Context: an optimization exercise on an open-source flow, tuned for small area. The choices shown serve that exercise and are no tape-out recipe. In this exercise RTL edits were held to simulation tests only and were not proved equivalent to the original. Power and IR drop assume default switching activity.

## standard.sh

```bash
#!/bin/bash
# synth_recipe.tcl (not shown) runs the flow's synth.tcl, then flattens the netlist and writes it again
# the make line also repeats each setting of config.mk as NAME=value (left out here)
make -C /OpenROAD-flow-scripts/flow DESIGN_CONFIG=/design/flow/config.mk WORK_HOME=/design/flow/orfs CLKGATE_MAP_FILE= SYNTH_SCRIPT=/design/flow/synth_recipe.tcl "${@:-finish}"
```

## constraint.sdc

```tcl
create_clock -name core_clock -period 10.0 [get_ports {clk}]
set_input_delay 2.0000 -clock core_clock [delete_from_list [all_inputs] [get_ports {clk}]]
set_output_delay 2.0000 -clock core_clock [all_outputs]
set_load 0.01 [all_outputs]
```

## design.v

```verilog
module dnet_hdr_encoder (
    input  wire [4:0]   addr_len,     
    input  wire [127:0] addr_chars,   
    output wire [3:0]   err,          
    output wire [2:0]   mt,           
    output wire [15:0]  addr
);
    wire [7:0] c0 = addr_chars[7:0];
    wire v_v = (c0 == 8'h56);
    wire v_x = (c0 == 8'h58);
    wire v_y = (c0 == 8'h59);
    wire v_c = (c0 == 8'h43);
    assign mt = {v_c, v_x | v_y, v_v | v_y};
    wire mt_hit = v_v | v_x | v_y | v_c;
    wire [16:0] len_is;
    wire [16:0] len_ge;
    genvar g;
    generate
        for (g = 0; g <= 16; g = g + 1) begin : gl
            assign len_is[g] = (addr_len == g);
            assign len_ge[g] = (addr_len >= g);
        end
    endgenerate
    wire [15:1] bad_k, ovf_k;
    generate
        for (g = 1; g < 16; g = g + 1) begin : gk
            wire [7:0] ch = addr_chars[8*g +: 8];
            assign bad_k[g] = len_ge[g+1] & (ch[7:3] != 5'b00110);
            if (g + 7 <= 16) begin : go
                assign ovf_k[g] = (len_ge[g+7] & (ch[2:0] != 3'd0)) |
                                  (len_is[g+6] & (ch[2:1] != 2'd0));
            end else if (g + 6 <= 16) begin : go1
                assign ovf_k[g] = len_is[g+6] & (ch[2:1] != 2'd0);
            end else begin : go0
                assign ovf_k[g] = 1'b0;
            end
        end
    endgenerate
    wire bad = |bad_k;
    wire ovf = |ovf_k;
    wire [3:0] sh = 4'd0 - addr_len[3:0];
    wire [44:0] d0;
    generate
        for (g = 1; g < 16; g = g + 1) begin : gd
            assign d0[3*(15-g) +: 3] = addr_chars[8*g +: 3];
        end
    endgenerate
    wire [38:0] d1 = sh[3] ? d0[44:24] : d0[38:0];
    wire [26:0] d2 = sh[2] ? d1[38:12] : d1[26:0];
    wire [20:0] d3 = sh[1] ? d2[26:6]  : d2[20:0];
    wire [15:0] d4 = sh[0] ? d3[18:3]  : d3[15:0];
    assign addr = d4;
    assign err = (!len_ge[1] || !mt_hit) ? 4'd3 :
                 (len_is[1] || bad || ovf) ? 4'd4 : 4'd0;
endmodule
module dnet_master (
    input  wire        clk,
    input  wire        rst,
    input  wire [3:0]  cfg_client_id,
    input  wire        cfg_strict,
    input  wire        cfg_csum_span,
    input  wire [7:0]  reg_idx,
    input  wire [15:0] reg_wdata,
    input  wire        reg_wr,
    input  wire        reg_rd,
    output wire [15:0] reg_rdata,
    output wire        tx_valid,
    output reg  [7:0]  tx_byte,
    input  wire        tx_ready,
    input  wire        rx_valid,
    input  wire [7:0]  rx_byte,
    output wire        rx_ready,
    input  wire        rx_timeout,
    output wire        done
);
    reg  [3:0]   client_id;
    reg          strict;
    reg          csum_span;
    reg  [7:0]   csum;
    reg  [15:0]  size;
    reg  [4:0]   addr_len;
    reg  [7:0]   addr_chars [0:15];
    reg  [15:0]  pl_ptr;
    reg  [3:0]   phase;
    reg          opk;
    reg  [4:0]   idx;
    reg          cmd_seen;
    reg  [3:0]   err;
    reg          hosterr;
    reg  [2:0]   h_mt;        
    reg          h_op;
    reg  [15:0]  h_addr;
    reg  [15:0]  h_size;
    reg          hdr_valid;
    reg  [7:0]   echo [0:2];
    reg  [7:0]   payload [0:31];
    reg  [15:0]  pl_len;
    reg  [7:0]   resp_stx;
    reg  [7:0]   resp_etx;
    reg  [7:0]   resp_ck;
    reg  [7:0]   rcsum;
    reg          chk_done;    
    reg          csum_ok;
    wire p_idle  = (phase == 4'd0);
    wire p_enqtx = (phase == 4'd1);
    wire p_enqrx = (phase == 4'd2);
    wire p_hdrtx = (phase == 4'd3);
    wire p_ackrx = (phase == 4'd4);
    wire p_resp  = (phase == 4'd5);
    wire p_acktx = (phase == 4'd6);
    wire p_eotrx = (phase == 4'd7);
    wire p_eottx = (phase == 4'd8);
    wire busy    = !p_idle && (!phase[3] || phase[2:0] == 3'd0);
    assign tx_valid = p_enqtx | p_hdrtx | p_acktx | p_eottx;
    assign rx_ready = p_enqrx | p_ackrx | p_resp | p_eotrx;
    assign done     = cmd_seen & !busy;
    wire tx_fire = tx_valid & tx_ready;
    wire rx_fire = rx_ready & rx_valid;
    wire rx_tmo  = rx_ready & !rx_valid & rx_timeout;
    wire [3:0]  enc_err;
    wire [2:0]  enc_mt;
    wire [15:0] enc_addr;
    dnet_hdr_encoder u_enc (
        .addr_len   (addr_len),
        .addr_chars ({addr_chars[15], addr_chars[14], addr_chars[13], addr_chars[12],
                      addr_chars[11], addr_chars[10], addr_chars[9],  addr_chars[8],
                      addr_chars[7],  addr_chars[6],  addr_chars[5],  addr_chars[4],
                      addr_chars[3],  addr_chars[2],  addr_chars[1],  addr_chars[0]}),
        .err        (enc_err),
        .mt         (enc_mt),
        .addr       (enc_addr)
    );
    wire enc_ok = (enc_err == 4'd0);
    wire [3:0] code  = reg_wdata[3:0];
    wire cmd_ok = (code != 4'd0) && (code <= 4'd6) && (reg_wdata[7:4] == 4'd0) &&
                  ((code == 4'd2) || (reg_wdata[15:8] == 8'd0));
    wire wr_ok   = reg_wr & !busy;
    wire i_cmd   = (reg_idx == 8'h00);
    wire i_size  = (reg_idx == 8'h04);
    wire i_alen  = (reg_idx == 8'h05);
    wire i_ptr   = (reg_idx == 8'h06);
    wire i_chr   = (reg_idx[7:4] == 4'h1);
    wire hi_zero = (reg_wdata[15:8] == 8'd0);
    wire alen_ok = (reg_wdata[15:5] == 11'd0) && (!reg_wdata[4] || reg_wdata[3:0] == 4'd0);
    wire legal   = (i_cmd & cmd_ok) | i_size | i_ptr | (i_alen & alen_ok) | (i_chr & hi_zero);
    wire acc     = wr_ok & i_cmd & cmd_ok;
    wire c_csum  = acc & (code[3:2] == 2'b00) & !(code[1] & code[0]);  
    wire c_hdr   = acc & (code == 4'd3 || code == 4'd4);
    wire c_link  = acc & code[2] & (code[1] ^ code[0]);           
    wire c_read  = acc & (code == 4'd6);
    wire herr_set = reg_wr & (busy | !legal);
    wire echo_ok = (echo[0] == 8'h4E) && (echo[1] == {4'h2, client_id}) && (rx_byte == 8'h06);
    wire enq_last = rx_fire & p_enqrx & idx[1];
    wire enq_build = enq_last & echo_ok & opk & enc_ok;
    wire resp_b0  = rx_fire & p_resp & (idx[1:0] == 2'd0);
    wire resp_b1  = rx_fire & p_resp & (idx[1:0] == 2'd1);
    wire resp_b2  = rx_fire & p_resp & (idx[1:0] == 2'd2);
    wire pl_more  = (pl_len != size);
    wire resp_dat = resp_b1 & pl_more;
    wire resp_etx_b = resp_b1 & !pl_more;
    wire frame_ok = (resp_stx == 8'h02) && (resp_etx == 8'h03) && (rcsum == rx_byte);
    wire [7:0] rxd = busy ? rx_byte : 8'h00;              
    reg       ph_en;
    reg [3:0] ph_d;
    reg       er_en;
    reg [3:0] er_d;
    always @* begin
        ph_en = 1'b0;
        ph_d  = 4'd0;
        er_en = 1'b0;
        er_d  = 4'd0;
        if (c_link) begin
            ph_en = 1'b1; ph_d = 4'd1;
        end
        if (acc) begin
            er_en = 1'b1;
            er_d  = (c_hdr && !enc_ok) ? enc_err : 4'd0;
        end
        if (tx_fire) begin
            if (p_enqtx && idx[1]) begin ph_en = 1'b1; ph_d = 4'd2; end
            if (p_hdrtx && idx[4]) begin ph_en = 1'b1; ph_d = 4'd4; end
            if (p_acktx)           begin ph_en = 1'b1; ph_d = 4'd7; end
            if (p_eottx)           begin ph_en = 1'b1; ph_d = 4'd10; end
        end
        if (rx_fire) begin
            if (p_enqrx && idx[1]) begin
                ph_en = 1'b1;
                if (!echo_ok)      begin ph_d = 4'd0; er_en = 1'b1; er_d = 4'd1; end
                else if (!opk)     ph_d = 4'd9;
                else if (!enc_ok)  begin ph_d = 4'd0; er_en = 1'b1; er_d = enc_err; end
                else               ph_d = 4'd3;
            end
            if (p_ackrx) begin
                ph_en = 1'b1;
                if (rx_byte == 8'h06) ph_d = 4'd5;
                else begin ph_d = 4'd0; er_en = 1'b1; er_d = 4'd7; end
            end
            if (p_resp && idx[1]) begin
                ph_en = 1'b1;
                if (strict && !frame_ok) begin ph_d = 4'd0; er_en = 1'b1; er_d = 4'd9; end
                else ph_d = 4'd6;
            end
            if (p_eotrx) begin
                ph_en = 1'b1;
                if (rx_byte == 8'h04) ph_d = 4'd8;
                else begin ph_d = 4'd0; er_en = 1'b1; er_d = 4'd8; end
            end
        end else if (rx_tmo) begin
            ph_en = 1'b1; ph_d = 4'd0;
            er_en = 1'b1; er_d = p_resp ? 4'd6 : 4'd2;
        end
    end
    wire idx_adv = (tx_fire & (p_enqtx | p_hdrtx)) | (rx_fire & p_enqrx) | resp_b0 | resp_etx_b;
    always @(posedge clk) begin
        if (rst) begin
            client_id <= cfg_client_id;
            strict    <= cfg_strict;
            csum_span <= cfg_csum_span;
        end
    end
    always @(posedge clk) begin
        if (rst | ph_en) phase <= rst ? 4'd0 : ph_d;
        if (rst | ph_en | idx_adv) idx <= (rst | ph_en) ? 5'd0 : idx + 5'd1;
        if (rst | er_en) err <= rst ? 4'd0 : er_d;
        if (rst | acc) cmd_seen <= !rst;
        if (rst | acc | herr_set) hosterr <= !rst & !acc;
        if (rst | c_link) opk <= !rst & code[1];
        if (rst | c_csum) csum <= rst ? 8'd0 : ({8{code[1]}} & (csum ^ reg_wdata[15:8]));
        if (rst | (wr_ok & i_size)) size <= rst ? 16'd0 : reg_wdata;
        if (rst | (wr_ok & i_ptr)) pl_ptr <= rst ? 16'd0 : reg_wdata;
        if (rst | (wr_ok & i_alen & alen_ok)) addr_len <= rst ? 5'd0 : reg_wdata[4:0];
        if (rst | (c_hdr & enc_ok) | enq_build) h_mt <= rst ? 3'd0 : enc_mt;
        if (rst | c_hdr | c_read | enq_build) hdr_valid <= !rst & enc_ok & !c_read;
        if (rst | c_read | resp_dat) pl_len <= rst ? 16'd0 : (busy ? pl_len + 16'd1 : 16'd0);
        if (rst | c_read | resp_b0) resp_stx <= rst ? 8'd0 : rxd;
        if (rst | c_read | resp_etx_b) resp_etx <= rst ? 8'd0 : rxd;
        if (rst | c_read | resp_b2) resp_ck <= rst ? 8'd0 : rxd;
        if (rst | c_read | resp_dat | (resp_etx_b & csum_span))
            rcsum <= rst ? 8'd0 : (busy ? rcsum ^ rx_byte : 8'd0);
        if (rst | c_read | resp_b2) begin
            chk_done <= !rst & busy;
            csum_ok <= !rst & busy & (rcsum == rx_byte);
        end
    end
    always @(posedge clk) begin
        if ((c_hdr & enc_ok) | enq_build) begin
            h_op   <= !busy & code[2];
            h_addr <= enc_addr;
            h_size <= size;
        end
    end
    genvar gk;
    generate
        for (gk = 0; gk < 16; gk = gk + 1) begin : g_chr
            always @(posedge clk)
                if (rst | (wr_ok & i_chr & hi_zero & reg_idx[3:0] == gk))
                    addr_chars[gk] <= rst ? 8'd0 : reg_wdata[7:0];
        end
        for (gk = 0; gk < 3; gk = gk + 1) begin : g_echo
            always @(posedge clk)
                if (rst | c_link | (rx_fire & p_enqrx & idx[1:0] == gk))
                    echo[gk] <= rst ? 8'd0 : rxd;
        end
        for (gk = 0; gk < 32; gk = gk + 1) begin : g_pl
            always @(posedge clk)
                if (resp_dat && pl_len[15:5] == 11'd0 && pl_len[4:0] == gk)
                    payload[gk] <= rx_byte;
        end
    endgenerate
    function [7:0] hexchar;
        input [3:0] n;
        begin
            if (n < 4'd10) hexchar = {4'h3, n};
            else           hexchar = {4'h4, n - 4'd9};
        end
    endfunction
    wire hdr_built = (h_mt != 3'd0);
    wire [35:0] ck_nb = {client_id, h_addr, h_size};
    reg  [3:0]  ck_x;
    reg         ck_p, ck_q1, ck_q12;
    integer     ci;
    always @* begin
        ck_x = 4'd0; ck_p = 1'b0; ck_q1 = 1'b0; ck_q12 = 1'b0;
        for (ci = 0; ci < 9; ci = ci + 1) begin
            ck_x   = ck_x ^ ck_nb[4*ci +: 4];
            ck_p   = ck_p ^ (ck_nb[4*ci+3] & (ck_nb[4*ci+2] | ck_nb[4*ci+1]));
            ck_q1  = ck_q1 ^ (ck_nb[4*ci+3] & (ck_nb[4*ci+2] | ck_nb[4*ci+1]) & !ck_nb[4*ci]);
            ck_q12 = ck_q12 ^ (ck_nb[4*ci +: 4] == 4'd12);
        end
    end
    wire [7:0] hdr_ck = {1'b0, ck_p, ck_p, !ck_p, ck_x[3] ^ ck_p ^ h_op, !(ck_x[2] ^ ck_q12 ^ h_mt[2]),
                         !(ck_x[1] ^ ck_q1 ^ h_mt[1]), !(ck_x[0] ^ ck_p ^ h_mt[0])};
    function [7:0] hdr_byte;
        input [4:0]  k;
        input [3:0]  client_id;
        input        h_op;
        input [2:0]  h_mt;
        input [15:0] h_addr;
        input [15:0] h_size;
        input [7:0]  hdr_ck;
        reg   [3:0]  nib;
        begin
            case (k[3:0])
                4'd2:    nib = client_id;
                4'd5:    nib = h_addr[15:12];
                4'd6:    nib = h_addr[11:8];
                4'd7:    nib = h_addr[7:4];
                4'd8:    nib = h_addr[3:0];
                4'd9:    nib = h_size[15:12];
                4'd10:   nib = h_size[11:8];
                4'd11:   nib = h_size[7:4];
                default: nib = h_size[3:0];
            endcase
            if (k[4]) hdr_byte = hdr_ck;
            else begin
                case (k[3:0])
                    4'd0:    hdr_byte = 8'h01;
                    4'd1, 4'd13, 4'd14: hdr_byte = 8'h30;
                    4'd3:    hdr_byte = {4'h3, h_op, 3'b000};
                    4'd4:    hdr_byte = {5'b00110, h_mt};
                    4'd15:   hdr_byte = 8'h17;
                    default: hdr_byte = hexchar(nib);
                endcase
            end
        end
    endfunction
    always @* begin
        if (phase[3])       tx_byte = 8'h04;
        else if (phase[2])  tx_byte = 8'h06;
        else if (phase[1])  tx_byte = hdr_byte(idx, client_id, h_op, h_mt, h_addr, h_size, hdr_ck);
        else if (idx[1])    tx_byte = 8'h05;
        else if (idx[0])    tx_byte = {4'h2, client_id};
        else                tx_byte = 8'h4E;
    end
    wire stx_ok = chk_done & (resp_stx == 8'h02);
    wire etx_ok = chk_done & (resp_etx == 8'h03);
    wire [15:0] status = {1'b0, csum_ok, etx_ok, stx_ok, phase, err,
                          hdr_valid, hosterr, done, busy};
    wire pl_vis = (pl_ptr[15:5] == 11'd0) && (pl_ptr[4:0] < pl_len);
    wire [7:0] pl_byte = pl_vis ? payload[pl_ptr[4:0]] : 8'h00;
    reg [15:0] m0;
    always @* begin
        case (reg_idx[3:0])
            4'h1: m0 = status;
            4'h2: m0 = {10'd0, csum_span, strict, client_id};
            4'h3: m0 = {8'd0, csum};
            4'h4: m0 = size;
            4'h5: m0 = {11'd0, addr_len};
            4'h6: m0 = pl_ptr;
            4'h7: m0 = {8'd0, pl_byte};
            4'h8: m0 = pl_len;
            4'h9: m0 = {8'd0, resp_stx};
            4'hA: m0 = {8'd0, resp_etx};
            4'hB: m0 = {8'd0, resp_ck};
            4'hC: m0 = {8'd0, rcsum};
            4'hD: m0 = {8'd0, echo[0]};
            4'hE: m0 = {8'd0, echo[1]};
            4'hF: m0 = {8'd0, echo[2]};
            default: m0 = 16'd0;
        endcase
    end
    wire g0 = (reg_idx[7:4] == 4'h0);
    wire g1 = (reg_idx[7:4] == 4'h1);
    wire g2 = hdr_built & ((reg_idx[7:4] == 4'h2) | (reg_idx == 8'h30));
    assign reg_rdata = g0 ? m0 :
                       {8'd0, g1 ? addr_chars[reg_idx[3:0]] :
                              g2 ? hdr_byte(reg_idx[4:0], client_id, h_op, h_mt, h_addr, h_size, hdr_ck) : 8'd0};
endmodule
```

## config.mk

```make
export PLATFORM = sky130hd
export DESIGN_NAME = dnet_master
export DESIGN_NICKNAME = dnet_master
export VERILOG_FILES = /design/flow/design.v
export SDC_FILE = /design/flow/constraint.sdc
export NUM_CORES = 4
export LEC_CHECK = 0
export CAP_MARGIN = 0
export CORE_MARGIN = 2
export CORE_UTILIZATION = 50
export GPL_TIMING_DRIVEN = 0
export SLEW_MARGIN = 0
```

## flow/run.sh

```bash
#!/bin/bash
# Layout flow: the standard flow (standard.sh: the standard synthesis,
# floorplan, power grid and tap cells, placement, routing), with these
# changes to the cells added after synthesis:
#  * Yosys/ABC buffers are removed at floorplan (as timing-driven global
#    placement would do, which is off here);
#  * the port buffers are sky130_fd_sc_hd__buf_1;
#  * the clock tree uses clkbuf_16 buffers in clusters of up to 28 sinks and
#    no dummy loads.
# Each tool writes its full log under orfs/logs; standard.sh's own output
# goes to standard.log in this folder.
set -euo pipefail
export REMOVE_ABC_BUFFERS=1
export BUFFER_PORTS_ARGS="-buffer_cell sky130_fd_sc_hd__buf_1"
export CTS_ARGS="-sink_clustering_enable -repair_clock_nets -dont_use_dummy_load -buf_list sky130_fd_sc_hd__clkbuf_16 -sink_clustering_size 28 -sink_clustering_max_diameter 80"
bash standard.sh > standard.log 2>&1
```

==> flow_summary.toml, run 1 <==
[grt]
grt_pass1_wl_um = 136000
grt_pass1_vias = 18600
grtUsageMet1 = 0.531
grt-ovfl-total = 0
grt.total_usage = 0.341
gr-max-usage-layer = "met1"
use_met2 = 0.456
grt_util_met3 = 0.115
grt_max_degree = 43
grt_antenna_before_repair = 6

[synthesis]
yosys_warnings = 4
netlist.area_leader.share = 0.633
synth_most_common_cell = "edfxtp_1"
synth-main-ff-cell = "edfxtp_1"
synth_seq_area_share = 0.633
synth_top_area_cell = "edfxtp_1"
synth_common_cells = "edfxtp_1, a22oi_1, nor2_1"
synth_edf_count = 562
synth_area_per_cell_um2 = 12.6
post_synth_num_cell_types = 82
synth_area_leaders = "edfxtp_1, a22oi_1, nor2_1"
async_flop_share = 0
ys_ff_latch = 562
syn-cell-area_um2 = 26700
synthCells = 2117

[detailed_routing]
routed_wl_um = 96400
drt_iter0_drc = 3536
via_count = 20100
drtPass1Iterations = 7
antenna_left = 0
drc_errors = 0
wl_per_cell_um = 34.0
vias_per_cell = 7.07

[clock_network]
cts-buffers-inserted = 30
htreeDepth = 1
cts_root_buf = "clkbuf_16"
post_cts_resized = 0
clock-sinks = 562
insertion_delay_ns = 0.64
cts_hold_buf = 0
cts.clk_slew.worst_paths_ns = 0.08
cts_tree = "yes"
post_cts_buffers = 0
clk_path_buf_depth = 3

[final_layout]
fillers = 4437
regArea_um2 = 16900
drive_gt1_frac = 0.0563
multi_input_area_um2 = 9370
syn_to_final_growth_pct = 7.34
nNetsFinal = 2220

[hold_path]
hold_path_class = "flop to flop"
holdCritStartpoint = "rcsum[0]"

[placed_design]
routabilityCongestion = 0.971
dp_hpwl_um = 70200
port_buffers = 69

[power]
power_density_nw_per_um2 = 172
vdd_drop_max_uv = 138
leakagePower_nw = 9.23

[sta]
hold_viol_final = 0
slew_viol_final = 0
whs_ns = 0.657
fmax_mhz = 121
rsz0062_at_grt = "false"
setup_viol = 0
skew_ns = 0.0700
worst_slew_pin_slew_ns = 1.36
finalCritPeriodShare = 0.825
tns_ns = 0
max-slew-margin-rel = 0.0894
min_period_ns = 8.25

[critical_path]
cp-startpoint = "reg_idx[1]"
required_ns = 8.00
endpoint_kind = "output pin"
arrival_ns = 6.25
cp_max_fo = 34
critPathLaunchType = "primary input"
crit_type = "primary input to output pin"
rr_startpoint = "addr_len[0]"

[floorplanning]
fp.dieH_um = 235
core_area_um2 = 52700
num_rows = 84
io_pins = 72
start_util = 0.507
die_x_um = 235
die_area_um2 = 55200

[run]
max-cap-violations = 0

[status]
status = "finished clean"
## layout make-up
| cell class | instances | area share |
|---|---|---|
| antenna | 2 | 0.000175 |
| clock buffer | 30 | 0.0262 |
| inverter | 42 | 0.00551 |
| multi-input combinational | 1422 | 0.327 |
| sequential | 562 | 0.589 |
| tap | 688 | 0.0301 |
| timing repair buffer | 94 | 0.0213 |
## cells by family (layout without fill, tap and decap cells)
logic type,count (synthesis),in the layout,synth area share
buffers and inverters,133,166,0.0199
AOI/OAI and AO/OA,522,522,0.138
muxes,63,63,0.0277
other,1,3,0.000141
adders and majority gates,23,23,0.0108
and+or+nand+nor,697,697,0.132
xor gates and xnor gates,116,116,0.0386
DFF,562,562,0.633
## layout by cell type, fill, tap and decap left out, types with 9 or more instances in the layout
cell       netlist  layout
buf_2           10      14
nand3_1         48      48
a31oi_1         15      15
a221oi_1        20      20
nor4bb_1        16      15
buf_1            9      56
nand2b_1        24      24
and2_1          23      23
nor2_2           0       9
nor3b_1         11      11
edfxtp_1       562     562
nand2_1        173     173
a22oi_1        193     193
nor4_1          29      29
and3_1          16      16
inv_1           42      42
o22ai_1         13      13
buf_8            0       9
o21ai_0         73      69
xnor2_1         77      76
a22o_1          16      16
nor2b_1         42      36
ha_1            23      23
xor2_1          38      37
nand4_1         35      35
a222oi_1        15      15
nor3_1          45      44
a21oi_1         76      76
mux2i_1         48      48
clkbuf_16        0      30
o211ai_1        10      10
nor2_1         186     176
nand3b_1         9       9
## per-layer routing
metal,up-vias,part of all wire
met1,10100,0.42
met2,1463,0.40
met5,-,0.00011
li1,8315,-
met3,169,0.15
met4,2,0.026
## worst max-delay path, cell delays in order
cell	delay, ns
buf_2	0.65
nand2_1	0.42
nor2_1	0.77
buf_6	0.26
nand4_1	0.21
a21oi_1	0.87
a31oi_1	0.36
o221ai_1	0.47
buf_1	0.20
## state kept, by name, indices dropped and copies added (netlist names), 16 cells and up
register,flops
pl_ptr,16
size,16
h_size,16
addr_chars,128
payload,256
echo,24
pl_len,16
h_addr,16
## final timing paths
kind              slack, ns            to  cells past startpoint
setup / recovery       1.75  reg_rdata[1]                      9
hold / removal         0.66      rcsum[0]                      2
setup reg to reg       5.45       h_mt[0]                      9
hold reg to reg        0.66      rcsum[0]                      2
## metrics by stage
step	cell area, um^2	setup slack [ns]	std cells	util	power [mW]
6_report	28600	1.75	2840	0.544	4.91
5_1_grt	28600	1.80	2838	0.544	5.05
3_3_place_gp	27400	-1.02	2783	0.521	3.64
2_1_floorplan	26300	3.31	2026	-	3.32
4_1_cts	28600	2.00	2834	0.543	4.88
3_5_place_dp	27800	2.00	2804	0.529	3.66
## report_power, final
group | internal [mW] | switching, mW | total [mW] | leakage, nW
registers | 2.72 | 0.169 | 2.89 | 5.30
logic | 0.261 | 0.492 | 0.753 | 3.57
clock network | 0.531 | 0.737 | 1.27 | 0.370
==> run 2: changes to the inputs <==
==> flow/run.sh (replaced) <==
#!/bin/bash
# Layout flow: the standard flow (standard.sh: the standard synthesis,
# floorplan, power grid and tap cells, placement, routing), with these
# changes to the cells added after synthesis:
#  * Yosys/ABC buffers are removed at floorplan (as timing-driven global
#    placement would do, which is off here);
#  * the port buffers are sky130_fd_sc_hd__buf_1;
#  * the clock tree uses clkbuf_8 buffers for clusters of up to 16 sinks,
#    clkbuf_4 buffers above them, and
#    no dummy loads.
# Each tool writes its full log under orfs/logs; standard.sh's own output
# goes to standard.log in this folder.
set -euo pipefail
export REMOVE_ABC_BUFFERS=1
export BUFFER_PORTS_ARGS="-buffer_cell sky130_fd_sc_hd__buf_1"
export CTS_ARGS="-sink_clustering_enable -repair_clock_nets -dont_use_dummy_load -buf_list sky130_fd_sc_hd__clkbuf_4 -sink_clustering_buffer sky130_fd_sc_hd__clkbuf_8 -sink_clustering_size 16 -sink_clustering_max_diameter 60"
bash standard.sh > standard.log 2>&1
==> run 2 against run 1 <==
Effect of this change: setup slack lost 0.022 ns; final cell count grew 0.60%; via count grew 0.72%; synthesized cell count is the same; largest cell class unchanged; non-clock buffer count shrank 1; still clean; register-to-register slack is essentially flat; critical path depth is the same.
==> flow_summary.toml, run 2 <==
[critical_path]
crit_type = "primary input to output pin"
r2r.worst_path.cells = 9
r2r_end = "h_mt[2]"
reg2reg_slack_ns = 5.45
critPathLaunchType = "primary input"
arrival_ns = 6.27
cp_max_fo = 34
required_ns = 8.00
rr_startpoint = "addr_len[0]"
cp-startpoint = "reg_idx[1]"
endpoint_kind = "output pin"

[final_layout]
fillers = 4472
reg_top3 = "payload: 256 flops, addr_chars: 128 flops, echo: 24 flops"
layout.cells.most_common = "edfxtp_1"
nNetsFinal = 2235
largest_register_ffs = 256
drive_gt1_frac = 0.0633
top_register = "payload"
instances_no_fill = 2857
utilization = 0.541
syn_to_final_growth_pct = 6.78
final_cell_mix = "edfxtp_1, a22oi_1, nor2_1"

[synthesis]
synth_seq_area_share = 0.633
async_flop_share = 0
post_synth_num_cell_types = 82
synth-main-ff-cell = "edfxtp_1"
yosys_warnings = 4
syn-cell-area_um2 = 26700
synth_top_family_by_area = "compound AO/OA/AOI/OAI gates"
synth_area_per_cell_um2 = 12.6
synthCells = 2117
synth_common_cells = "edfxtp_1, a22oi_1, nor2_1"
synthAdderAreaFrac = 0.0108
synthMuxAreaShare = 0.0277
synth_area_leaders = "edfxtp_1, a22oi_1, nor2_1"
synth_top_area_cell = "edfxtp_1"
synth_compound_area_frac = 0.138
synth-xor-area-share = 0.0386
synth_most_common_cell = "edfxtp_1"
synth_edf_count = 562
synthSimpleGateAreaFrac = 0.132
ys_ff_latch = 562
netlist.area_leader.share = 0.633

[grt]
grt_pass1_vias = 18800
grt-ovfl-total = 0
grt_pass1_wl_um = 136000
grt_max_degree = 43
grt_antenna_before_repair = 7
grt.total_usage = 0.345

[clock_network]
clk_path_buf_depth = 3
htreeDepth = 2
cts_root_buf = "clkbuf_4"
cts.clk_slew.worst_paths_ns = 0.09
post_cts_buffers = 0
clock-sinks = 562
cts_tree = "yes"
cts_hold_buf = 0
insertion_delay_ns = 0.94
post_cts_resized = 0
cts-buffers-inserted = 46

[detailed_routing]
top_layer = "met5"
antenna_left = 0
via_count = 20200
routed_wl_um = 97200
drt_iter0_drc = 3477
vias_per_cell = 7.08
met2_length_um = 38700
drt-met1-wl_um = 40200
drtPass1Iterations = 7
drc_errors = 0
wl_met3_um = 15500
wl_per_cell_um = 34.0

[power]
p_int_mw = 3.37
vdd_drop_max_uv = 114
power.clock.fraction = 0.238
p_seq_frac = 0.605
power_switching_mw = 1.42
p_comb_frac = 0.158
swShare = 0.296
leakagePower_nw = 9.18
power_density_nw_per_um2 = 168

[status]
status = "finished clean"

[sta]
hold_viol_final = 0
rsz0062_at_grt = "false"
slew_viol_final = 0
fmax_mhz = 121
setup_slack_ns = 1.73
worst_slew_pin_slew_ns = 1.46
min_period_ns = 8.27
tns_ns = 0
max-slew-margin-rel = 0.0219
setup_viol = 0
finalCritPeriodShare = 0.827
skew_ns = 0.186

[placed_design]
preCtsSetupSlack_ns = 2.00
dp_hpwl_um = 70200
port_buffers = 69
place_inst = 2804
routabilityCongestion = 0.971

[hold_path]
holdCritStartpoint = "rcsum[0]"
hold_path_class = "flop to flop"
min_to = "rcsum[0]"
hold_depth = 2

[floorplanning]
fp.dieH_um = 235
die_area_um2 = 55200
start_util = 0.507
num_rows = 84
io_pins = 72
core_area_um2 = 52700
die_x_um = 235

[run]
max-cap-violations = 0
run 2: power groups by stage:
stage               Sequential (mW)  Combinational (mW)  Clock, mW
finish                         2.89               0.754       1.14
global route                   2.90               0.811       1.21
CTS                            2.88               0.734       1.13
detailed placement             2.93               0.731          0
global placement               2.93               0.711          0
floorplan                      2.85               0.474          0
run 2: worst max-delay path: stages:
cell	delay, ns
buf_2	0.66
nand2_1	0.42
nor2_1	0.75
buf_6	0.26
nand4_1	0.22
a21oi_1	0.89
a31oi_1	0.37
o221ai_1	0.46
buf_1	0.20
run 2: through the flow:
stage | power [mW] | instance area (um^2) | hold WS [ns]
after floorplan | 3.32 | 26300 | 0.471
after global placement | 3.64 | 27400 | 0.620
after detailed placement | 3.66 | 27800 | 0.631
after CTS | 4.75 | 28400 | 0.664
after global routing | 4.92 | 28500 | 0.695
final | 4.78 | 28500 | 0.667
run 2: metal layers:
metal / track usage / vias up
met1: 0.512 / 10100
met4: 0.0944 / 8
met2: 0.455 / 1597
met3: 0.150 / 192
li1: - / 8335
met5: 0 / -
run 2: how the worst max path moves through the flow:
stage	end	slack [ns]	cells after the start
floorplan	reg_rdata[1]	3.31	10
global placement	reg_rdata[6]	-1.02	9
detailed placement	reg_rdata[1]	2.00	9
CTS	reg_rdata[1]	2.00	9
global route	reg_rdata[1]	1.78	9
finish	reg_rdata[1]	1.73	9
run 2: cell type report:
cell class	count	area, um^2	share of cell area
inverter	42	158	0.00554
antenna	4	10.0	0.000351
timing repair buffer	93	603	0.0212
sequential	562	16900	0.593
multi-input combinational	1422	9370	0.329
clock buffer	46	602	0.0211
tap	688	861	0.0302
run 2: kinds of logic (layout without fill, tap and decap cells):
kind of cell,Yosys count,in the layout
mux,63,63
flops,562,562
other cells,1,5
fa+ha+maj,23,23
buf+inv,133,181
xor+xnor,116,116
simple gates,697,697
compound gates,522,522
==> run 3: changes to the inputs <==
--- a/config.mk
+++ b/config.mk
@@ -7,6 +7,6 @@
 export LEC_CHECK = 0
 export CAP_MARGIN = 0
 export CORE_MARGIN = 2
-export CORE_UTILIZATION = 50
+export CORE_UTILIZATION = 70
 export GPL_TIMING_DRIVEN = 0
 export SLEW_MARGIN = 0
==> run 3 against run 2 <==
Effect of this change: design area decreased by 1.3%; first-iteration DRC count up 35%; via count grew 2.3%; critical path type unchanged; highest routed layer unchanged; the layout now fails its checks (max-capacitance violations, max-slew violations); clock-buffer cell count fell by 2; hold slack about the same; register-to-register slack is essentially flat; total power down 1.6%; critical endpoint unchanged.
==> flow_summary.toml, run 3 <==
[critical_path]
slowest_stage = "nor2_1"
critPathLaunchType = "primary input"
required_ns = 8.00
worst_path_largest_cell_delay_ns = 1.16
crit_family = "simple AND/OR/NAND/NOR gates"
cp_max_fo = 43
r2r.worst_path.cells = 9
endpoint_kind = "output pin"
path_buf_inv = 2
crit_type = "primary input to output pin"
reg2reg_slack_ns = 5.46
arrival_ns = 6.70
path_cells = "buf_2, nand2_1, nor2_1, nand4_1, a21oi_1, a31oi_1, o221ai_1, buf_1"
r2r_end = "h_mt[2]"
rr_startpoint = "addr_len[0]"

[grt]
grt_pass1_vias = 18600
grt_pass1_wl_um = 127000
grt_antenna_before_repair = 3
grt-ovfl-total = 0
grt_max_degree = 46
grt.total_usage = 0.455

[detailed_routing]
routed_wl_um = 89800
vias_per_cell = 7.74
drtPass1Iterations = 10
drc_errors = 0
wl_per_cell_um = 33.6
antenna_left = 0
drt_iter0_drc = 4698
via_count = 20700

[status]
so_faults = "max-capacitance violations, max-slew violations"
status = "failed layout checks"

[final_layout]
syn_to_final_growth_pct = 5.40
reg_top3 = "payload: 256 flops, addr_chars: 128 flops, echo: 24 flops"
fin_area_um2 = 28100
nNetsFinal = 2224
final_cell_mix = "edfxtp_1, a22oi_1, nor2_1"
largest_register_ffs = 256
instances_no_fill = 2671
layout.cells.most_common = "edfxtp_1"
drive_gt1_frac = 0.0571
fillers = 2435
top_register = "payload"

[power]
p_comb_frac = 0.160
p_int_mw = 3.35
power_density_nw_per_um2 = 167
swShare = 0.289
p_seq_frac = 0.614
leakagePower_nw = 9.10
power_switching_mw = 1.36
vdd_drop_max_uv = 156
power.clock.fraction = 0.226

[clock_network]
cts_tree = "yes"
cts_root_buf = "clkbuf_4"
insertion_delay_ns = 0.89
cts_hold_buf = 0
clk_path_buf_depth = 3
post_cts_buffers = 0
post_cts_resized = 0
cts-buffers-inserted = 44
cts.clk_slew.worst_paths_ns = 0.11
htreeDepth = 2
clock-sinks = 562

[synthesis]
synth_edf_count = 562
synth_most_common_cell = "edfxtp_1"
synth_area_per_cell_um2 = 12.6
synthCells = 2117
yosys_warnings = 4
netlist.area_leader.share = 0.633
ys_ff_latch = 562
async_flop_share = 0
synth_seq_area_share = 0.633
synth-main-ff-cell = "edfxtp_1"
synth_area_leaders = "edfxtp_1, a22oi_1, nor2_1"
syn-cell-area_um2 = 26700
synth_common_cells = "edfxtp_1, a22oi_1, nor2_1"
post_synth_num_cell_types = 82
synth_top_area_cell = "edfxtp_1"

[sta]
slew_viol_final = 12
fmax_mhz = 115
finalCritPeriodShare = 0.870
skew_ns = 0.115
hold_viol_final = 0
whs_ns = 0.667
worst_slew_pin_slew_ns = 1.56
setup_viol = 0
min_period_ns = 8.70
max-slew-margin-rel = -0.0411
rsz0062_at_grt = "false"

[floorplanning]
start_util = 0.710
core_area_um2 = 37600
die_x_um = 199
io_pins = 72
die_area_um2 = 39700
num_rows = 71
fp.dieH_um = 199

[placed_design]
dp_hpwl_um = 64800
dpl_cell_area_um2 = 27500
port_buffers = 69
routabilityCongestion = 1.05
place_inst = 2621

[hold_path]
hold_depth = 2
holdCritStartpoint = "csum[7]"
min_to = "csum[7]"
hold_path_class = "flop to flop"

[run]
max-cap-violations = 1
run 3: cell counts after synthesis:
No cell type changed its count.
run 3: logic make-up (layout without fill, tap and decap cells):
logic type,count (synthesis),in the layout,share of synthesized area
compound gates,522,522,0.138
xor+xnor,116,116,0.0386
fa+ha+maj,23,23,0.0108
buf+inv,133,170,0.0199
flops,562,562,0.633
mux,63,63,0.0277
other cells,1,7,0.000141
simple gates,697,697,0.132
run 3: worst min-delay path, delay by kind of cell (launching register included):
family	cells	cell delay, ns
AND/OR/NAND/NOR	1	0.07
XOR/XNOR	1	0.08
flip-flops	1	0.41
run 3: routing by layer:
layer / wire, um / vias to the layer above / share of wire / GRT usage
li1: - / 8316 / - / -
met1: 32800 / 9901 / 0.36 / 0.682
met2: 35900 / 2173 / 0.40 / 0.603
met3: 18000 / 279 / 0.20 / 0.198
met4: 2990 / 4 / 0.033 / 0.134
met5: 114 / - / 0.0013 / 0
run 3: how the worst max path moves through the flow:
stage,end,start,cells past startpoint
finish,reg_rdata[1],reg_idx[0],8
global route,reg_rdata[1],reg_idx[0],8
CTS,reg_rdata[1],reg_idx[0],8
detailed placement,reg_rdata[1],reg_idx[0],8
global placement,reg_rdata[1],reg_idx[0],12
floorplan,reg_rdata[1],reg_idx[3],10
run 3: stage by stage:
| step | total power [mW] | worst slack [ns] | TNS [ns] | utilization |
|---|---|---|---|---|
| 2_1_floorplan | 3.32 | 3.31 | 0 | - |
| 3_3_place_gp | 3.61 | -0.471 | -1.10 | 0.724 |
| 3_5_place_dp | 3.64 | 1.65 | 0 | 0.732 |
| 4_1_cts | 4.64 | 1.63 | 0 | 0.747 |
| 5_1_grt | 4.81 | 1.45 | 0 | 0.748 |
| 6_report | 4.71 | 1.30 | 0 | 0.748 |
run 3: final cells by class:
type                    instances  area [um^2]  share of cell area
inverters                      42          158             0.00561
flip-flops and latches        562        16900               0.600
clock buffers                  44          574              0.0204
well taps                     511          639              0.0227
repair buffers                 84          490              0.0174
multi-input cells            1422         9360               0.333
diodes                          6         15.0            0.000534
run 3: power groups by stage:
stage	Sequential (mW)	Combinational, mW	Clock, mW
3_5_place_dp	2.93	0.716	0
2_1_floorplan	2.85	0.474	0
6_report	2.89	0.752	1.07
5_1_grt	2.89	0.800	1.11
4_1_cts	2.87	0.720	1.05
3_3_place_gp	2.92	0.685	0
==> run 4: changes to the inputs <==
--- a/config.mk
+++ b/config.mk
@@ -7,6 +7,6 @@
 export LEC_CHECK = 0
 export CAP_MARGIN = 0
 export CORE_MARGIN = 2
-export CORE_UTILIZATION = 70
+export CORE_UTILIZATION = 62
 export GPL_TIMING_DRIVEN = 0
 export SLEW_MARGIN = 0
==> run 4 against run 3 <==
Effect of this change: the run now finishes clean; via count down 0.54%; fmax up 1.3%; register-to-register slack gained 0.03 ns; design area increased by 0.39%; final cell count increased by 1.1%; highest routed layer is now met4; clock-buffer cell count rose by 2; routed wire length is 3.6% higher; global-route usage is 4.0 points lower; hold slack better by 0.0081 ns; combinational power barely moved; clock power is essentially flat; setup slack better by 0.11 ns.
==> flow_summary.toml, run 4 <==
[clock_network]
cts_tree = "yes"
cts_root_buf = "clkbuf_4"
post_cts_buffers = 0
clock-sinks = 562
cts-buffers-inserted = 46
cts_hold_buf = 0
insertion_delay_ns = 0.90
cts.clk_slew.worst_paths_ns = 0.09
htreeDepth = 2
post_cts_resized = 0
clk_path_buf_depth = 3

[final_layout]
nNetsFinal = 2229
top_register = "payload"
instances_no_fill = 2700
layout.cells.most_common = "edfxtp_1"
reg_top3 = "payload: 256 flops, addr_chars: 128 flops, echo: 24 flops"
fin_area_um2 = 28200
syn_to_final_growth_pct = 5.81
largest_register_ffs = 256
drive_gt1_frac = 0.0621
final_cell_mix = "edfxtp_1, a22oi_1, nand2_1, nor2_1"
fillers = 3076

[sta]
hold_viol_final = 0
worst_slew_pin_slew_ns = 1.45
rsz0062_at_grt = "false"
skew_ns = 0.124
setup_viol = 0
max-slew-margin-rel = 0.0295
min_period_ns = 8.59
finalCritPeriodShare = 0.859
slew_viol_final = 0
fmax_mhz = 116

[grt]
grt.total_usage = 0.415
grt_pass1_vias = 18900
grt_antenna_before_repair = 2
grt-ovfl-total = 0
grt_max_degree = 44
grt_pass1_wl_um = 130000

[floorplanning]
core_area_um2 = 42200
io_pins = 72
fp.dieH_um = 211
num_rows = 75
die_x_um = 211
die_area_um2 = 44700
start_util = 0.632

[power]
power_density_nw_per_um2 = 168
power_switching_mw = 1.38
swShare = 0.290
p_int_mw = 3.37
p_seq_frac = 0.609
p_comb_frac = 0.158
leakagePower_nw = 9.14
vdd_drop_max_uv = 141
power.clock.fraction = 0.232

[synthesis]
synth_compound_area_frac = 0.138
post_synth_num_cell_types = 82
synthCells = 2117
synth_area_leaders = "edfxtp_1, a22oi_1, nor2_1"
yosys_warnings = 4
synth_area_per_cell_um2 = 12.6
synth_common_cells = "edfxtp_1, a22oi_1, nor2_1"
netlist.area_leader.share = 0.633
synth_top_family_by_area = "compound AO/OA/AOI/OAI gates"
async_flop_share = 0
synth_edf_count = 562
ys_ff_latch = 562
synthMuxAreaShare = 0.0277
synth-main-ff-cell = "edfxtp_1"
syn-cell-area_um2 = 26700
synth_seq_area_share = 0.633
synthAdderAreaFrac = 0.0108
synthSimpleGateAreaFrac = 0.132
synth_top_area_cell = "edfxtp_1"
synth-xor-area-share = 0.0386
synth_most_common_cell = "edfxtp_1"

[critical_path]
arrival_ns = 6.59
critPathLaunchType = "primary input"
crit_type = "primary input to output pin"
cp_max_fo = 43
required_ns = 8.00
endpoint_kind = "output pin"

[run]
max-cap-violations = 0

[detailed_routing]
via_count = 20600
routed_wl_um = 93000
vias_per_cell = 7.62
drc_errors = 0
wl_per_cell_um = 34.4
antenna_left = 0
drtPass1Iterations = 7
drt_iter0_drc = 4473

[hold_path]
hold_path_class = "flop to flop"

[status]
status = "finished clean"

[placed_design]
dp_hpwl_um = 66800
dpl_cell_area_um2 = 27600
routabilityCongestion = 1.03
place_inst = 2651
port_buffers = 69
==> run 4: critical path, cell delays in order <==
cell and delay, ns:
buf_2 0.75, nand2_1 0.51, nor2_2 0.95, nand4_1 0.43
a21oi_1 0.96, a31oi_1 0.28, o221ai_1 0.45, buf_1 0.20
==> run 4: path summary, 6_finish.rpt <==
path / depth (start not counted) / end / start / slack [ns]
setup reg to reg: 9 / h_mt[1] / addr_len[0] / 5.49
hold reg to reg: 2 / csum[5] / csum[5] / 0.68
setup / recovery: 8 / reg_rdata[1] / reg_idx[0] / 1.41
hold / removal: 2 / csum[5] / csum[5] / 0.68
==> run 4: per-stage QoR <==
step / hold slack [ns] / setup slack [ns] / utilization / TNS (ns) / power (mW)
2_1_floorplan: 0.471 / 3.31 / - / 0 / 3.32
3_3_place_gp: 0.562 / -0.838 / 0.645 / -2.64 / 3.63
3_5_place_dp: 0.565 / 1.72 / 0.653 / 0 / 3.65
4_1_cts: 0.659 / 1.70 / 0.667 / 0 / 4.69
5_1_grt: 0.663 / 1.53 / 0.668 / 0 / 4.86
6_report: 0.675 / 1.41 / 0.668 / 0 / 4.74
==> run 4: logic make-up (layout without fill, tap and decap cells) <==
group           Yosys count  after routing
flops                   562            562
simple gates            697            697
xor+xnor                116            116
buf+inv                 133            175
fa+ha+maj                23             23
compound gates          522            522
other cells               1              3
mux                      63             63
==> run 4: final cells by class <==
cell class / count / area, um^2 / area share
inverters: 42 / 158 / 0.00559
clock buffers: 46 / 602 / 0.0213
well taps: 539 / 674 / 0.0239
repair buffers: 87 / 527 / 0.0187
multi-input cells: 1422 / 9380 / 0.332
diodes: 2 / 5.00 / 0.000177
flip-flops and latches: 562 / 16900 / 0.598
==> run 4: power groups by stage <==
stage / clock network (mW) / registers (mW) / logic (mW)
6_report: 1.10 / 2.89 / 0.751
3_5_place_dp: 0 / 2.93 / 0.721
4_1_cts: 1.09 / 2.88 / 0.724
2_1_floorplan: 0 / 2.85 / 0.474
3_3_place_gp: 0 / 2.93 / 0.697
5_1_grt: 1.16 / 2.89 / 0.803
==> run 4: layer usage <==
| layer | up-vias | GRT usage | share of wire |
|---|---|---|---|
| li1 | 8337 | - | - |
| met2 | 1910 | 0.542 | 0.39 |
| met3 | 263 | 0.197 | 0.19 |
| met1 | 10100 | 0.616 | 0.39 |
| met4 | 0 | 0.117 | 0.034 |
| met5 | - | 0 | 0 |
==> run 5: changes to the inputs <==
==> flow/run.sh (replaced) <==
#!/bin/bash
# Layout flow: the standard flow (standard.sh: the standard synthesis,
# floorplan, power grid and tap cells, placement, routing), with these
# changes to the cells added after synthesis:
#  * Yosys/ABC buffers are removed at floorplan (as timing-driven global
#    placement would do, which is off here);
#  * the port buffers are sky130_fd_sc_hd__buf_1;
#  * the clock tree uses clkbuf_8 buffers for clusters of up to 18 sinks,
#    clkbuf_4 buffers above them, and
#    no dummy loads.
# Each tool writes its full log under orfs/logs; standard.sh's own output
# goes to standard.log in this folder.
set -euo pipefail
export REMOVE_ABC_BUFFERS=1
export BUFFER_PORTS_ARGS="-buffer_cell sky130_fd_sc_hd__buf_1"
export CTS_ARGS="-sink_clustering_enable -repair_clock_nets -dont_use_dummy_load -buf_list sky130_fd_sc_hd__clkbuf_4 -sink_clustering_buffer sky130_fd_sc_hd__clkbuf_8 -sink_clustering_size 18 -sink_clustering_max_diameter 60"
bash standard.sh > standard.log 2>&1
==> run 5 against run 4 <==
Effect of this change: still clean; routed wire length increased by 0.24%; combinational power about the same; clock power about the same; design area hardly changed; register-to-register slack worse by 0.08 ns; first-iteration DRC count increased by 2.3%; hold slack got worse by 0.026 ns; clock-buffer cell count down 2; die area did not move; utilization decreased by 0.059 points; largest power group unchanged.
==> flow_summary.toml, run 5 <==
[hold_path]
hold_path_class = "flop to flop"
min_to = "h_size[0]"
hold_depth = 0
holdCritStartpoint = "size[0]"

[final_layout]
final_cell_mix = "edfxtp_1, a22oi_1, nand2_1, nor2_1"
drive_gt1_frac = 0.0612
nNetsFinal = 2228
largest_register_ffs = 256
layout.cells.most_common = "edfxtp_1"
top_register = "payload"
reg_top3 = "payload: 256 flops, addr_chars: 128 flops, echo: 24 flops"
syn_to_final_growth_pct = 5.72

[clock_network]
cts_tree = "yes"
clock-sinks = 562
post_cts_resized = 0
cts.clk_slew.worst_paths_ns = 0.11
htreeDepth = 2
cts_root_buf = "clkbuf_4"
clk_path_buf_depth = 3
cts_hold_buf = 0
cts-buffers-inserted = 44
post_cts_buffers = 0
insertion_delay_ns = 0.89

[detailed_routing]
wl_per_cell_um = 34.6
vias_per_cell = 7.62
routed_wl_um = 93200
via_count = 20600
drt_iter0_drc = 4577
antenna_left = 0
drtPass1Iterations = 10
drc_errors = 0

[power]
p_seq_frac = 0.612
power.clock.fraction = 0.229
p_comb_frac = 0.159
power_mw = 4.73
p_int_mw = 3.35
vdd_drop_max_uv = 165
power_switching_mw = 1.38
power_density_nw_per_um2 = 168
leakagePower_nw = 9.13
swShare = 0.291

[floorplanning]
core_area_um2 = 42200
io_pins = 72
die_x_um = 211
die_area_um2 = 44700
start_util = 0.632
num_rows = 75
fp.dieH_um = 211

[sta]
rsz0062_at_grt = "false"
hold_viol_final = 0
max-slew-margin-rel = 0.0350
min_period_ns = 8.54
fmax_mhz = 117
worst_slew_pin_slew_ns = 1.44
slew_viol_final = 0
skew_ns = 0.0774
finalCritPeriodShare = 0.854
setup_slack_ns = 1.46
setup_viol = 0

[placed_design]
dp_hpwl_um = 66800
preCtsSetupSlack_ns = 1.72
routabilityCongestion = 1.03
port_buffers = 69

[grt]
grt_antenna_before_repair = 4
grt.total_usage = 0.415
grt-ovfl-total = 0
grt_pass1_vias = 18900
grt_max_degree = 44
grt_pass1_wl_um = 131000

[critical_path]
crit_type = "primary input to output pin"
r2r_end = "h_mt[2]"
slowest_stage = "a21oi_1"
critPathLaunchType = "primary input"
crit_family = "simple AND/OR/NAND/NOR gates"
r2r.worst_path.cells = 9
path_buf_inv = 2
rr_startpoint = "addr_len[0]"
path_cells = "buf_2, nand2_1, nor2_2, nand4_1, a21oi_1, a31oi_1, o221ai_1, buf_1"
required_ns = 8.00
worst_path_largest_cell_delay_ns = 0.95
endpoint_kind = "output pin"
reg2reg_slack_ns = 5.41
arrival_ns = 6.54
cp_max_fo = 43

[synthesis]
synthCells = 2117
synth_edf_count = 562
synth_seq_area_share = 0.633
yosys_warnings = 4
synth_most_common_cell = "edfxtp_1"
synth_common_cells = "edfxtp_1, a22oi_1, nor2_1"
async_flop_share = 0
syn-cell-area_um2 = 26700
synth-main-ff-cell = "edfxtp_1"
synth_area_per_cell_um2 = 12.6
synth_top_area_cell = "edfxtp_1"
ys_ff_latch = 562
post_synth_num_cell_types = 82
netlist.area_leader.share = 0.633
synth_area_leaders = "edfxtp_1, a22oi_1, nor2_1"

[status]
status = "finished clean"

[run]
max-cap-violations = 0
## run 5: cell counts after synthesis
Identical to the previous run, type by type.
## run 5: logic make-up (layout without fill, tap and decap cells)
logic type,after synthesis,in the layout,synth area share
fa+ha+maj,23,23,0.0108
flops,562,562,0.633
other cells,1,2,0.000141
buf+inv,133,174,0.0199
xor+xnor,116,116,0.0386
mux,63,63,0.0277
simple gates,697,697,0.132
compound gates,522,522,0.138
## run 5: layout make-up
type	instances	area, um^2
clock buffer	44	574
multi-input combinational	1422	9380
antenna	1	2.50
sequential	562	16900
tap	539	674
fill	3078	14000
timing repair buffer	88	534
inverter	42	158
## run 5: power groups by stage
stage | combinational (mW) | sequential [mW] | clock, mW
after floorplan | 0.474 | 2.85 | 0
after global placement | 0.697 | 2.93 | 0
after detailed placement | 0.721 | 2.93 | 0
after CTS | 0.724 | 2.88 | 1.07
after global routing | 0.803 | 2.89 | 1.14
final | 0.753 | 2.89 | 1.08
## run 5: routing by layer
metal  wire length (um)  track usage
met1              35500        0.617
met2              36600        0.545
met3              17800        0.192
met4               3370        0.117
met5                 17            0
## run 5: worst max path at each step
stage / startpoint / endpoint / slack (ns) / cells after the start
final: reg_idx[0] / reg_rdata[1] / 1.46 / 8
after CTS: reg_idx[0] / reg_rdata[1] / 1.71 / 8
after floorplan: reg_idx[3] / reg_rdata[1] / 3.31 / 10
after global routing: reg_idx[0] / reg_rdata[1] / 1.57 / 8
after global placement: reg_idx[0] / reg_rdata[1] / -0.84 / 12
after detailed placement: reg_idx[0] / reg_rdata[1] / 1.72 / 8
## run 5: metrics by stage
| stage | hold WS [ns] | cells | area [um^2] | utilization | TNS [ns] |
|---|---|---|---|---|---|
| after global routing | 0.621 | 2698 | 28200 | 0.668 | 0 |
| final | 0.649 | 2698 | 28200 | 0.668 | 0 |
| after floorplan | 0.471 | 2026 | 26300 | - | 0 |
| after CTS | 0.611 | 2695 | 28200 | 0.667 | 0 |
| after global placement | 0.562 | 2634 | 27200 | 0.645 | -2.64 |
| after detailed placement | 0.565 | 2651 | 27600 | 0.653 | 0 |
==> run 6: changes to the inputs <==
==> run.sh (new file) <==
#!/bin/bash
# synth_recipe.tcl (not shown) runs the flow's synth.tcl, then flattens the netlist and writes it again
# the make line also repeats each setting of config.mk as NAME=value (left out here)
make -C /OpenROAD-flow-scripts/flow DESIGN_CONFIG=/design/flow/config.mk WORK_HOME=/design/flow/orfs CLKGATE_MAP_FILE= SYNTH_SCRIPT=/design/flow/synth_recipe.tcl finish
==> config.mk (replaced) <==
export PLATFORM = sky130hd
export DESIGN_NAME = dnet_master
export DESIGN_NICKNAME = dnet_master
export VERILOG_FILES = /design/flow/design.v
export SDC_FILE = /design/flow/constraint.sdc
export NUM_CORES = 4
export LEC_CHECK = 0
export CAP_MARGIN = 20
export CORE_MARGIN = 2
export CORE_UTILIZATION = 60
export CTS_BUF_LIST = sky130_fd_sc_hd__clkbuf_16
export CTS_CLUSTER_DIAMETER = 60
export CTS_CLUSTER_SIZE = 20
export SLEW_MARGIN = 20
removed: flow/run.sh
removed: standard.sh
==> run 6 against run 5 <==
Effect of this change: still clean on timing, DRC and antenna; synthesized cell count did not move; fmax rose by 1.7%; non-clock buffer count rose by 46; critical path depth rose by 4; global-route usage fell by 1.6 points; synthesized area did not move; clock skew fell by 0.048 ns; via count fell by 0.39%; register-to-register slack improved by 0.38 ns; final cell count rose by 4.2%; largest power group unchanged.
==> flow_summary.toml, run 6 <==
[status]
status = "finished clean"

[final_layout]
top_register = "payload"
syn_to_final_growth_pct = 11.0
largest_register_ffs = 256
layout.cells.most_common = "edfxtp_1"
drive_gt1_frac = 0.0784
reg_top3 = "payload: 256 flops, addr_chars: 128 flops, echo: 24 flops"
final_cell_mix = "edfxtp_1, a22oi_1, nor2_1"
nNetsFinal = 2269

[clock_network]
post_cts_buffers = 0
cts.clk_slew.worst_paths_ns = 0.08
htreeDepth = 2
cts_hold_buf = 0
post_cts_resized = 0
cts_tree = "yes"
insertion_delay_ns = 0.62
cts-buffers-inserted = 39
clock-sinks = 562
clk_path_buf_depth = 3
cts_root_buf = "clkbuf_16"

[grt]
grt_pass1_wl_um = 132000
grt-ovfl-total = 0
grt_max_degree = 46
grt.total_usage = 0.399
grt_pass1_vias = 18500
grt_antenna_before_repair = 7

[power]
p_int_mw = 3.89
swShare = 0.277
p_seq_frac = 0.535
power_mw = 5.38
power.clock.fraction = 0.317
power_density_nw_per_um2 = 182
leakagePower_nw = 9.81
p_comb_frac = 0.148
vdd_drop_max_uv = 172
power_switching_mw = 1.49

[synthesis]
synth_top_area_cell = "edfxtp_1"
ys_ff_latch = 562
syn-cell-area_um2 = 26700
synth_area_leaders = "edfxtp_1, a22oi_1, nor2_1"
async_flop_share = 0
post_synth_num_cell_types = 82
synth_edf_count = 562
synth_area_per_cell_um2 = 12.6
synth_common_cells = "edfxtp_1, a22oi_1, nor2_1"
synthCells = 2117
synth-main-ff-cell = "edfxtp_1"
synth_most_common_cell = "edfxtp_1"
synth_seq_area_share = 0.633
yosys_warnings = 4
netlist.area_leader.share = 0.633

[placed_design]
port_buffers = 69
routabilityCongestion = 0.993
dp_hpwl_um = 66800

[floorplanning]
core_area_um2 = 44000
io_pins = 72
die_x_um = 215
fp.dieH_um = 215
num_rows = 77
die_area_um2 = 46200
start_util = 0.606

[detailed_routing]
antenna_left = 0
via_count = 20500
drtPass1Iterations = 7
wl_per_cell_um = 33.1
drc_errors = 0
vias_per_cell = 7.28
routed_wl_um = 93000
drt_iter0_drc = 4397

[sta]
max-slew-margin-rel = 0.196
finalCritPeriodShare = 0.840
setup_viol = 0
slew_viol_final = 0
rsz0062_at_grt = "false"
min_period_ns = 8.40
hold_viol_final = 0
fmax_mhz = 119
worst_slew_pin_slew_ns = 1.20
tns_ns = 0
skew_ns = 0.0298

[hold_path]
hold_path_class = "flop to flop"

[critical_path]
worst_path_largest_cell_delay_ns = 0.70
arrival_ns = 6.40
path_cells = "clkdlybuf4s50_1, buf_4, nand2b_1, o2bb2a_1, nor2_1, o32ai_1, ha_1, nor3b_1, mux2i_1, and3_1, o32ai_1, clkdlybuf4s50_1"
required_ns = 8.00
cp_max_fo = 31
crit_type = "primary input to output pin"
endpoint_kind = "output pin"
slowest_stage = "o32ai_1"
critPathLaunchType = "primary input"

[run]
max-cap-violations = 0
[run 6: cell count changes in the layout (fill, tap and decap cells not counted), sizes merged]
cell and change:
clkbuf -4, buf -20, inv +7, diode +1, bufinv +5, clkinv +6, clkdlybuf4s50 +66
[run 6: final timing paths]
check                      end        start  cells after the start  slack [ns]
setup reg to reg       h_mt[2]  addr_len[1]                      9        5.79
setup / recovery  reg_rdata[2]   reg_idx[1]                     12        1.60
hold / removal         csum[6]      csum[6]                      2        0.66
hold reg to reg        csum[6]      csum[6]                      2        0.66
[run 6: worst max-delay path: cells and delay by family]
| family | cells | cell delay, ns |
|---|---|---|
| buf+inv | 3 | 1.63 |
| compound gates | 3 | 1.53 |
| simple gates | 4 | 0.82 |
| fa+ha+maj | 1 | 0.28 |
| mux | 1 | 0.11 |
[run 6: cell type report]
type	count	area [um^2]
sequential	562	16900
fill	3275	14400
multi-input combinational	1422	9340
timing repair buffer	134	1190
clock buffer	40	1000
tap	592	741
clock inverter	18	289
inverter	42	158
antenna	2	5.00
[run 6: logic make-up after synthesis]
group,after synthesis,synth area share
AND/OR/NAND/NOR,697,0.132
flip-flops,562,0.633
AO/OA/AOI/OAI,522,0.138
buffers and inverters,133,0.0199
XOR/XNOR,116,0.0386
multiplexers,63,0.0277
adder cells (fa/ha/maj),23,0.0108
other,1,0.000141
[run 6: routing by layer]
metal  global-route usage  vias up  share of wire
li1                     -     8437              -
met1                0.608     9994           0.39
met2                0.528     1820           0.39
met3                0.172      210           0.18
met4               0.0861        8          0.028
met5                    0        -        0.00061
[run 6: power groups by stage]
stage | combinational, mW | clock [mW] | sequential (mW)
finish | 0.795 | 1.71 | 2.88
global route | 0.849 | 1.78 | 2.88
CTS | 0.764 | 1.70 | 2.87
detailed placement | 0.761 | 0 | 2.92
global placement | 0.746 | 0 | 2.92
floorplan | 0.518 | 0 | 2.83
[run 6: per-stage QoR]
| stage | setup WS (ns) | instance area [um^2] | cells | hold WS (ns) | util |
|---|---|---|---|---|---|
| after global routing | 1.45 | 29600 | 2810 | 0.654 | 0.672 |
| after global placement | 1.82 | 28200 | 2749 | 0.610 | 0.642 |
| after CTS | 1.84 | 29600 | 2808 | 0.640 | 0.671 |
| after detailed placement | 1.85 | 28300 | 2750 | 0.626 | 0.642 |
| after floorplan | 3.70 | 26700 | 2117 | 0.471 | - |
| final | 1.60 | 29600 | 2812 | 0.665 | 0.672 |
==> run 7: changes to the inputs <==
--- a/config.mk
+++ b/config.mk
@@ -8,7 +8,7 @@
 export CAP_MARGIN = 20
 export CORE_MARGIN = 2
 export CORE_UTILIZATION = 60
-export CTS_BUF_LIST = sky130_fd_sc_hd__clkbuf_16
-export CTS_CLUSTER_DIAMETER = 60
-export CTS_CLUSTER_SIZE = 20
+export CTS_BUF_LIST = sky130_fd_sc_hd__clkbuf_8
+export CTS_CLUSTER_DIAMETER = 50
+export CTS_CLUSTER_SIZE = 12
 export SLEW_MARGIN = 20
==> run 7 against run 6 <==
Effect of this change: highest routed layer unchanged; synthesized area stayed put; non-clock buffer count unchanged; combinational power about the same; largest power group unchanged; fmax increased by 0.95%; final cell count up 0.60%; setup slack better by 0.079 ns; register-to-register slack improved by 0.05 ns; synthesized cell count unchanged; flip-flop and latch count did not move; clock power shrank 22%.
==> flow_summary.toml, run 7 <==
[synthesis]
synthCells = 2117
yosys_warnings = 4
synth_edf_count = 562
synth_area_leaders = "edfxtp_1, a22oi_1, nor2_1"
synth_area_per_cell_um2 = 12.6
post_synth_num_cell_types = 82
synth-main-ff-cell = "edfxtp_1"
ys_ff_latch = 562
synth_top_area_cell = "edfxtp_1"
async_flop_share = 0
synth_most_common_cell = "edfxtp_1"
syn-cell-area_um2 = 26700
synth_common_cells = "edfxtp_1, a22oi_1, nor2_1"
netlist.area_leader.share = 0.633
synth_seq_area_share = 0.633

[grt]
grt_max_degree = 46
grt.total_usage = 0.400
grt_antenna_before_repair = 4
grt_pass1_vias = 18700
grt_pass1_wl_um = 132000
grt-ovfl-total = 0

[detailed_routing]
vias_per_cell = 7.21
via_count = 20400
antenna_left = 0
routed_wl_um = 93000
drt_iter0_drc = 4510
drc_errors = 0
wl_per_cell_um = 32.9
drtPass1Iterations = 12

[sta]
rsz0062_at_grt = "false"
setup_slack_ns = 1.68
slew_viol_final = 0
max-slew-margin-rel = 0.171
setup_viol = 0
hold_viol_final = 0
tns_ns = 0
worst_slew_pin_slew_ns = 1.23
finalCritPeriodShare = 0.832
skew_ns = 0.0295
fmax_mhz = 120
min_period_ns = 8.32

[final_layout]
fin_area_um2 = 29200
layout.cells.most_common = "edfxtp_1"
reg_top3 = "payload: 256 flops, addr_chars: 128 flops, echo: 24 flops"
drive_gt1_frac = 0.0827
largest_register_ffs = 256
top_register = "payload"
instances_no_fill = 2829
nNetsFinal = 2287
final_cell_mix = "edfxtp_1, a22oi_1, nor2_1"
syn_to_final_growth_pct = 9.58

[clock_network]
post_cts_resized = 0
htreeDepth = 2
cts_tree = "yes"
insertion_delay_ns = 0.72
cts_hold_buf = 0
clk_path_buf_depth = 3
cts.clk_slew.worst_paths_ns = 0.07
cts-buffers-inserted = 57
post_cts_buffers = 0
cts_root_buf = "clkbuf_8"
clock-sinks = 562

[critical_path]
required_ns = 8.00
cp_max_fo = 31
path_cells = "clkdlybuf4s50_1, buf_4, nand2b_1, o2bb2a_1, nor2_1, o32ai_1, ha_1, nor3b_1, mux2i_1, and3_1, o32ai_1, clkdlybuf4s50_1"
arrival_ns = 6.32
worst_path_largest_cell_delay_ns = 0.69
endpoint_kind = "output pin"
critPathLaunchType = "primary input"
crit_type = "primary input to output pin"
slowest_stage = "o32ai_1"
crit_family = "buffers and inverters"
path_buf_inv = 3

[power]
power_density_nw_per_um2 = 171
p_int_mw = 3.55
power_mw = 5.00
p_seq_frac = 0.576
swShare = 0.290
power_switching_mw = 1.45
power.clock.fraction = 0.266
vdd_drop_max_uv = 118
leakagePower_nw = 9.67
p_comb_frac = 0.158

[placed_design]
place_inst = 2750
routabilityCongestion = 0.993
dp_hpwl_um = 66800
port_buffers = 69
dpl_cell_area_um2 = 28300
preCtsSetupSlack_ns = 1.85

[floorplanning]
io_pins = 72
die_x_um = 215
fp.dieH_um = 215
start_util = 0.606
core_area_um2 = 44000
num_rows = 77
die_area_um2 = 46200

[status]
status = "finished clean"

[run]
max-cap-violations = 0

[hold_path]
hold_path_class = "flop to flop"
run 7: changes by cell type in the layout (fill, tap and decap cells not counted), sizes merged:
| cell | previous run | this run |
|---|---|---|
| diode | 2 | 1 |
| clkinvlp | 0 | 3 |
| bufinv | 5 | 0 |
| inv | 49 | 51 |
| clkbuf | 40 | 58 |
run 7: through the flow:
stage / utilization / hold WS, ns
finish: 0.664 / 0.666
CTS: 0.663 / 0.651
global placement: 0.642 / 0.610
detailed placement: 0.642 / 0.626
global route: 0.664 / 0.680
floorplan: - / 0.471
run 7: per-layer routing:
layer / share of wire / GRT usage / up-vias
li1: - / - / 8465
met1: 0.39 / 0.606 / 9869
met2: 0.40 / 0.528 / 1875
met3: 0.19 / 0.176 / 177
met4: 0.025 / 0.0921 / 4
met5: 0.00026 / 0 / -
run 7: cell families (layout without fill, tap and decap cells):
logic type      after synthesis  after routing  synth area share
compound gates              522            522             0.138
xor+xnor                    116            116            0.0386
fa+ha+maj                    23             23            0.0108
buf+inv                     133            252            0.0199
flops                       562            562             0.633
mux                          63             63            0.0277
other cells                   1              2          0.000141
simple gates                697            697             0.132
run 7: final cells by class:
| class | instances | area (um^2) |
|---|---|---|
| clock buffer | 58 | 798 |
| clock inverter | 18 | 121 |
| multi-input combinational | 1422 | 9340 |
| timing repair buffer | 134 | 1190 |
| fill | 3347 | 14800 |
| tap | 592 | 741 |
| antenna | 1 | 2.50 |
| inverter | 42 | 158 |
| sequential | 562 | 16900 |
run 7: worst register-to-register path: stages, from the launching register on:
cell and delay [ns]:
edfxtp_1 0.66, inv_1 0.27, ha_1 0.31, nor3_1 0.41, o22ai_1 0.18, a2111oi_0 0.79, nand4_1 0.42, nor2b_2 0.19
buf_4 0.41, or2_2 0.23
run 7: power groups by stage:
| stage | Clock, mW | Sequential (mW) | Combinational [mW] |
|---|---|---|---|
| after floorplan | 0 | 2.83 | 0.518 |
| after global placement | 0 | 2.92 | 0.746 |
| after detailed placement | 0 | 2.92 | 0.761 |
| after CTS | 1.33 | 2.87 | 0.763 |
| after global routing | 1.41 | 2.88 | 0.848 |
| final | 1.33 | 2.88 | 0.793 |
run 7: worst paths after layout:
kind | depth (start not counted) | endpoint | slack [ns] | from
min reg2reg | 2 | csum[7] | 0.67 | csum[7]
max | 12 | reg_rdata[2] | 1.68 | reg_idx[1]
max reg2reg | 9 | h_mt[1] | 5.84 | addr_len[1]
min | 2 | csum[7] | 0.67 | csum[7]

-- what the ideal ports hide --
No port has a modelled driver above. Below, the same layouts with a new extraction and two added sets of constraints.
Step 1 (the two cells are an assumption about what drives the block):
set clk [get_ports {clk}]
set_driving_cell -lib_cell sky130_fd_sc_hd__clkbuf_16 $clk
set_driving_cell -lib_cell sky130_fd_sc_hd__buf_2 [delete_from_list [all_inputs] $clk]
Step 2, shift: input delay + t, output delay - t, t = (earliest + latest rising clock arrival at the registers) / 2. This alone moves slack from input paths to output paths.
Three values: no drivers, after step 1, after step 2; two values: the first two.
run | t, ns | setup WS [ns] | worst register clock-pin slew, ns
run 1 | 0.664 | 1.749 / 1.726 / 1.726 | 0.11 / 0.11
run 2 | 0.913 | 1.726 / 1.703 / 1.703 | 0.11 / 0.11
run 3 | 0.881 | 1.298 / 1.272 / 1.272 | 0.11 / 0.11
run 4 | 0.881 | 1.407 / 1.371 / 1.371 | 0.11 / 0.11
run 5 | 0.897 | 1.461 / 1.426 / 1.426 | 0.12 / 0.12
run 6 | 0.662 | 1.602 / 1.574 / 1.574 | 0.08 / 0.08
run 7 | 0.758 | 1.680 / 1.653 / 1.653 | 0.08 / 0.08
For run 4, which loses most, drivers alone change the setup slack by -0.036 ns; drivers and shift together by -0.036 ns.
